Background: an optimization exercise with open tools, aiming at small area and a short achievable clock period. Do not read the settings as production practice.
In this exercise RTL edits were held to simulation tests only and were not proved equivalent to the original.
Power figures rest on the tool's default switching activity, not on a simulated workload.

==> build 85 <==
Design lc2k_core, start of the top module:
module lc2k_core (
    input  wire        clk,
    input  wire        rst,
    output wire [15:0] imem_addr,
    input  wire [31:0] imem_rdata,
    output wire [15:0] dmem_addr,
    output wire        dmem_we,
    output wire [31:0] dmem_wdata,
    input  wire [31:0] dmem_rdata,
    input  wire [2:0]  dbg_reg_addr,
    output wire [31:0] dbg_reg_data,
    output wire [1:0]  status,
    output wire [31:0] cycles,
    output wire [2:0]  fault_code,
    output wire [31:0] fault_info
);
==> flow/config.mk <==
export PLATFORM = sky130hd
export DESIGN_NAME = lc2k_core
export DESIGN_NICKNAME = lc2k_core
export VERILOG_FILES = /design/flow/design.v
export SDC_FILE = /design/flow/constraint.sdc
export NUM_CORES = 4
export LEC_CHECK = 0
export CAP_MARGIN = 20
export CORE_MARGIN = 2
export CORE_UTILIZATION = 40
export PLACE_DENSITY = 0.6
export SLEW_MARGIN = 20
==> flow/constraint.sdc <==
create_clock -name core_clock -period 8.0 [get_ports {clk}]
set_input_delay 1.6000 -clock core_clock [delete_from_list [all_inputs] [get_ports {clk}]]
set_output_delay 1.6000 -clock core_clock [all_outputs]
set_load 0.01 [all_outputs]
run.sh (not shown) runs the stock make flow with config.mk's settings and CLKGATE_MAP_FILE= SYNTH_SCRIPT=/design/flow/synth_recipe.tcl, a recipe that flattens the netlist after the stock synthesis.
==> build 32: changes against build 85 <==
--- a/flow/design.v
+++ b/flow/design.v
@@ -52,77 +52,118 @@
     reg  [16:0] idex_pcp1;
     reg  [31:0] ex_res;
     reg  [31:0] ex_sd;
     reg  [2:0]  ex_wdst;        
     reg         ex_lw, ex_sw, ex_jalr, ex_halt, ex_taken;
-    reg  [31:0] mw_data;
-    reg  [2:0]  mw_wdst;
+    reg         ex_bad;         
+    reg         stall;          
     reg         mw_halt;
     reg  [31:0] regs [1:7];
     reg  [31:0] cyc;
     reg  [1:0]  st;
     reg         f_mem, f_jalr;
     wire running = (st == ST_RUNNING);
-    wire ex_bad  = (ex_lw | ex_sw) & (|ex_res[31:16]);
     wire mem_fault = ex_jalr | ex_bad;
     wire flush   = ex_taken;
     wire [2:0] f_op = ifid[24:22];
     wire [2:0] f_ra = ifid[21:19];
     wire [2:0] f_rb = ifid[18:16];
     wire [2:0] e_op = idex[24:22];
     wire [2:0] e_ra = idex[21:19];
     wire [2:0] e_rb = idex[18:16];
     wire [2:0] e_dst = idex[2:0];
-    wire f_uses_a = (f_op == OP_ADD) | (f_op == OP_NOR) | (f_op == OP_LW) |
-                    (f_op == OP_SW)  | (f_op == OP_BEQ);
-    wire f_uses_b = (f_op == OP_ADD) | (f_op == OP_NOR) |
-                    (f_op == OP_SW)  | (f_op == OP_BEQ);
-    wire stall = (e_op == OP_LW) &
-                 ((f_uses_a & (f_ra == e_rb)) | (f_uses_b & (f_rb == e_rb)));
     wire pc_bad      = pc[17] | pc[16];
     wire fetch_fault = ~flush & ~stall & pc_bad;
     wire fault       = mem_fault | fetch_fault;
     wire commit      = running & ~mw_halt & ~fault;
-    wire [2:0] rd_b = running ? e_rb : dbg_reg_addr;
-    wire [31:0] rf_a = (e_ra == 3'd0) ? 32'd0 : regs[e_ra];
-    wire [31:0] rf_b = (rd_b == 3'd0) ? 32'd0 : regs[rd_b];
-    wire fa_ex = (e_ra != 3'd0) & (ex_wdst == e_ra) & ~ex_lw;
-    wire fa_mw = (e_ra != 3'd0) & (mw_wdst == e_ra);
-    wire fb_ex = (e_rb != 3'd0) & (ex_wdst == e_rb) & ~ex_lw;
-    wire fb_mw = (e_rb != 3'd0) & (mw_wdst == e_rb);
-    wire [31:0] op_a = fa_ex ? ex_res : fa_mw ? mw_data : rf_a;
-    wire [31:0] op_b = fb_ex ? ex_res : fb_mw ? mw_data : rf_b;
+    function [31:0] rf_read(input [2:0] a, input [32*7-1:0] r);
+        integer k;
+        begin
+            rf_read = 32'd0;
+            for (k = 1; k < 8; k = k + 1)
+                rf_read = rf_read | ({32{a == k}} & r[32*(k-1) +: 32]);
+        end
+    endfunction
+    wire [32*7-1:0] rf_all = {regs[7], regs[6], regs[5], regs[4], regs[3], regs[2], regs[1]};
+    reg  [7:1]  sel_a, sel_b;
+    reg         fa_ex, fb_ex;
+    wire        z_alu = (e_op == OP_ADD) | (e_op == OP_NOR);
+    wire        nx_fa = z_alu & (e_dst == f_ra) & (f_ra != 3'd0);
+    wire        nx_fb = z_alu & (e_dst == f_rb) & (f_rb != 3'd0);
+    integer j;
+    always @(posedge clk) begin
+        fa_ex <= nx_fa;
+        fb_ex <= nx_fb;
+        for (j = 1; j < 8; j = j + 1) begin
+            sel_a[j] <= (f_ra == j) & ~nx_fa;
+            sel_b[j] <= (f_rb == j) & ~nx_fb;
+        end
+    end
+    function [31:0] rf_read_1h(input [7:1] sel, input [32*7-1:0] r);
+        integer k;
+        begin
+            rf_read_1h = 32'd0;
+            for (k = 1; k < 8; k = k + 1)
+                rf_read_1h = rf_read_1h | ({32{sel[k]}} & r[32*(k-1) +: 32]);
+        end
+    endfunction
+    wire [31:0] op_a = ({32{fa_ex}} & ex_res) | rf_read_1h(sel_a, rf_all);
+    wire [31:0] op_b = ({32{fb_ex}} & ex_res) | rf_read_1h(sel_b, rf_all);
     wire e_add  = (e_op == OP_ADD);
     wire e_nor  = (e_op == OP_NOR);
     wire e_lw   = (e_op == OP_LW);
     wire e_sw   = (e_op == OP_SW);
     wire e_beq  = (e_op == OP_BEQ);
     wire e_jalr = (e_op == OP_JALR);
     wire e_halt = (e_op == OP_HALT);
     wire [31:0] add_a = e_beq ? {15'd0, idex_pcp1} : op_a;
     wire [31:0] add_b = e_add ? op_b : {{16{idex[15]}}, idex[15:0]};
-    wire [31:0] sum   = add_a + add_b;
-    wire [31:0] res_next = e_nor ? ~(op_a | op_b) : e_jalr ? idex : sum;
+    wire [31:0] sum    = add_a + add_b;
+    wire        c16    = sum[16] ^ add_a[16] ^ add_b[16];    
+    wire a_hi_0 = (op_a[31:16] == 16'h0000);
+    wire a_hi_1 = (op_a[31:16] == 16'h0001);
+    wire a_hi_f = (op_a[31:16] == 16'hFFFF);
+    wire hi_zero = idex[15] ? (c16 ? a_hi_0 : a_hi_1)
+                            : (c16 ? a_hi_f : a_hi_0);
+    wire addr_bad = ~hi_zero;
+    wire [31:0] res_next = fetch_fault ? {{14{pc[17]}}, pc} :
+                           e_nor ? ~(op_a | op_b) : e_jalr ? idex : sum;
+    wire        eq = (op_a == op_b);
+    wire [2:0] i_op = imem_rdata[24:22];
+    wire [2:0] i_ra = imem_rdata[21:19];
+    wire [2:0] i_rb = imem_rdata[18:16];
+    wire i_uses_a = (i_op == OP_ADD) | (i_op == OP_NOR) | (i_op == OP_LW) |
+                    (i_op == OP_SW)  | (i_op == OP_BEQ);
+    wire i_uses_b = (i_op == OP_ADD) | (i_op == OP_NOR) |
+                    (i_op == OP_SW)  | (i_op == OP_BEQ);
+    wire nx_bad       = ~flush & (e_lw | e_sw) & addr_bad;
+    wire nx_mem_fault = (~flush & e_jalr) | nx_bad;
+    wire nx_flush     = ~flush & e_beq & eq;
+    wire nx_stall     = ~flush & ~stall & (f_op == OP_LW) &
+                        ((i_uses_a & (i_ra == f_rb)) | (i_uses_b & (i_rb == f_rb)));
+    wire nx_pc_bad    = flush ? (ex_res[17] | ex_res[16]) :
+                        stall ? pc_bad : (pc[15:0] == 16'hFFFF);
+    wire nx_fault     = nx_mem_fault | (~nx_flush & ~nx_stall & nx_pc_bad);
     always @(posedge clk) begin
         if (!stall)
             ifid_d <= {imem_rdata[31:25], imem_rdata[21:0]};
         idex_d <= ifid_d;
         idex_pcp1   <= pc[16:0];
-        if (running & ~mem_fault)
+        if (running & ~mem_fault)    
             ex_res <= res_next;
         ex_sd   <= op_b;
-        mw_data <= ex_lw ? dmem_rdata : ex_res;
         if (running) begin
             f_mem  <= mem_fault;
             f_jalr <= ex_jalr;
         end
     end
-    wire [31:0] rf_wd = rst ? 32'd0 : mw_data;
+    wire [31:0] rf_wd = rst ? 32'd0 : ex_lw ? dmem_rdata : ex_res;
+    wire        rf_we = commit & ~nx_fault;
     integer i;
     always @(posedge clk)
         for (i = 1; i < 8; i = i + 1)
-            if (rst || (commit && mw_wdst == i))
+            if (rst || (rf_we && ex_wdst == i))
                 regs[i] <= rf_wd;
     always @(posedge clk) begin
         if (rst) begin
             pc           <= 18'd0;
             ifid_op      <= OP_NOOP;
@@ -131,11 +172,12 @@
             ex_lw        <= 1'b0;
             ex_sw        <= 1'b0;
             ex_jalr      <= 1'b0;
             ex_halt      <= 1'b0;
             ex_taken     <= 1'b0;
-            mw_wdst      <= 3'd0;
+            ex_bad       <= 1'b0;
+            stall        <= 1'b0;
             mw_halt      <= 1'b0;
             cyc          <= 32'd0;
             st           <= ST_RUNNING;
         end else begin
             if (commit) begin
@@ -157,13 +199,14 @@
                 ex_wdst  <= (e_add | e_nor) ? e_dst : e_lw ? e_rb : 3'd0;
                 ex_lw    <= e_lw;
                 ex_sw    <= e_sw;
                 ex_jalr  <= e_jalr;
                 ex_halt  <= e_halt;
-                ex_taken <= e_beq & (op_a == op_b);
+                ex_taken <= e_beq & eq;
             end
-            mw_wdst <= ex_wdst;
+            ex_bad <= nx_bad;
+            stall  <= nx_stall;
             mw_halt <= ex_halt;
             if (running) begin
                 if (mw_halt)    st <= ST_HALTED;
                 else if (fault) st <= ST_FAULTED;
             end
@@ -171,11 +214,11 @@
     end
     assign imem_addr    = pc[15:0];
     assign dmem_addr    = ex_res[15:0];
     assign dmem_wdata   = ex_sd;
     assign dmem_we      = ex_sw & commit;
-    assign dbg_reg_data = rf_b;
+    assign dbg_reg_data = rf_read(dbg_reg_addr, rf_all);
     assign status       = st;
     assign cycles       = cyc;
     assign fault_code   = f_mem ? (f_jalr ? FC_JALR : FC_DATA_ADDR) : FC_FETCH_ADDR;
-    assign fault_info   = f_mem ? ex_res : {{14{pc[17]}}, pc};
+    assign fault_info   = ex_res;
 endmodule
- ABC_AREA: not set -> 1
- CORE_UTILIZATION: 40 -> 50
- PLACE_DENSITY: 0.6 -> 0.65
- SETUP_SLACK_MARGIN: not set -> 3.5
- TNS_END_PERCENT: not set -> 10
==> key figures <==
Outcome
  – Status: complete, no violations

Finish
  – Filler Cell Count: 4,010
  – FF/Latch Area: 0.01190 mm2
  – Clkbuf count: 63

Detailed routing
  – DRT met1 WL: 37,530 um
  – Met3 WL: 12,860 um

Power and ir drop
  – Clk pwr share: 30.7%

Yosys
  – Post-synth cell types: 56
  – Post-synthesis xor/xnor area fraction: 1.719%
  – Top post-synthesis cells by area: edfxtp_1, dfxtp_1, nand2_1

Floorplan
  – Initial Utilization: 50.37%

Place
  – Placed insts: 3,704
-- figures above: build 32

==> key figures <==
Finish
  – Filler Cell Count: 5,504
  – FF/Latch Area: 0.01223 mm2
  – Signal inverters: 60

Yosys
  – Post-synth cell types: 102
  – Post-synthesis xor/xnor area fraction: 2.065%

Power and ir drop
  – Leakage: 0.01088 uW
  – Clk pwr share: 32.0%

Outcome
  – Status: complete, no violations

Floorplan
  – Initial Utilization: 40.28%
-- figures above: build 85

re-timing with driven ports:
The results above use ideal ports. As a check the final layouts listed here were re-extracted and re-timed, cells and wires unchanged.
Step 1 sets driving cells, clkbuf_16 on the clock port and buf_2 on the other inputs (assumed; they add their load-dependent delay and slew).
Step 2, shift: input delay + t, output delay - t, t = (earliest + latest rising clock arrival at the registers) / 2. This alone moves slack from input paths to output paths.
a / b / c = no drivers / after step 1 / after step 2; a / b = the first two.
| run | t, ns | setup WS [ns] | cell pins on the clock port's net |
|---|---|---|---|
| build 85 | 0.661 | 1.150 / 1.166 / 0.505 | 1 |
| build 32 | 0.665 | 3.315 / 3.264 / 3.264 | 1 |
After both steps setup and hold are still met in every run listed. For build 85, which loses most, drivers alone change the setup slack by +0.016 ns; drivers and shift together by -0.645 ns.
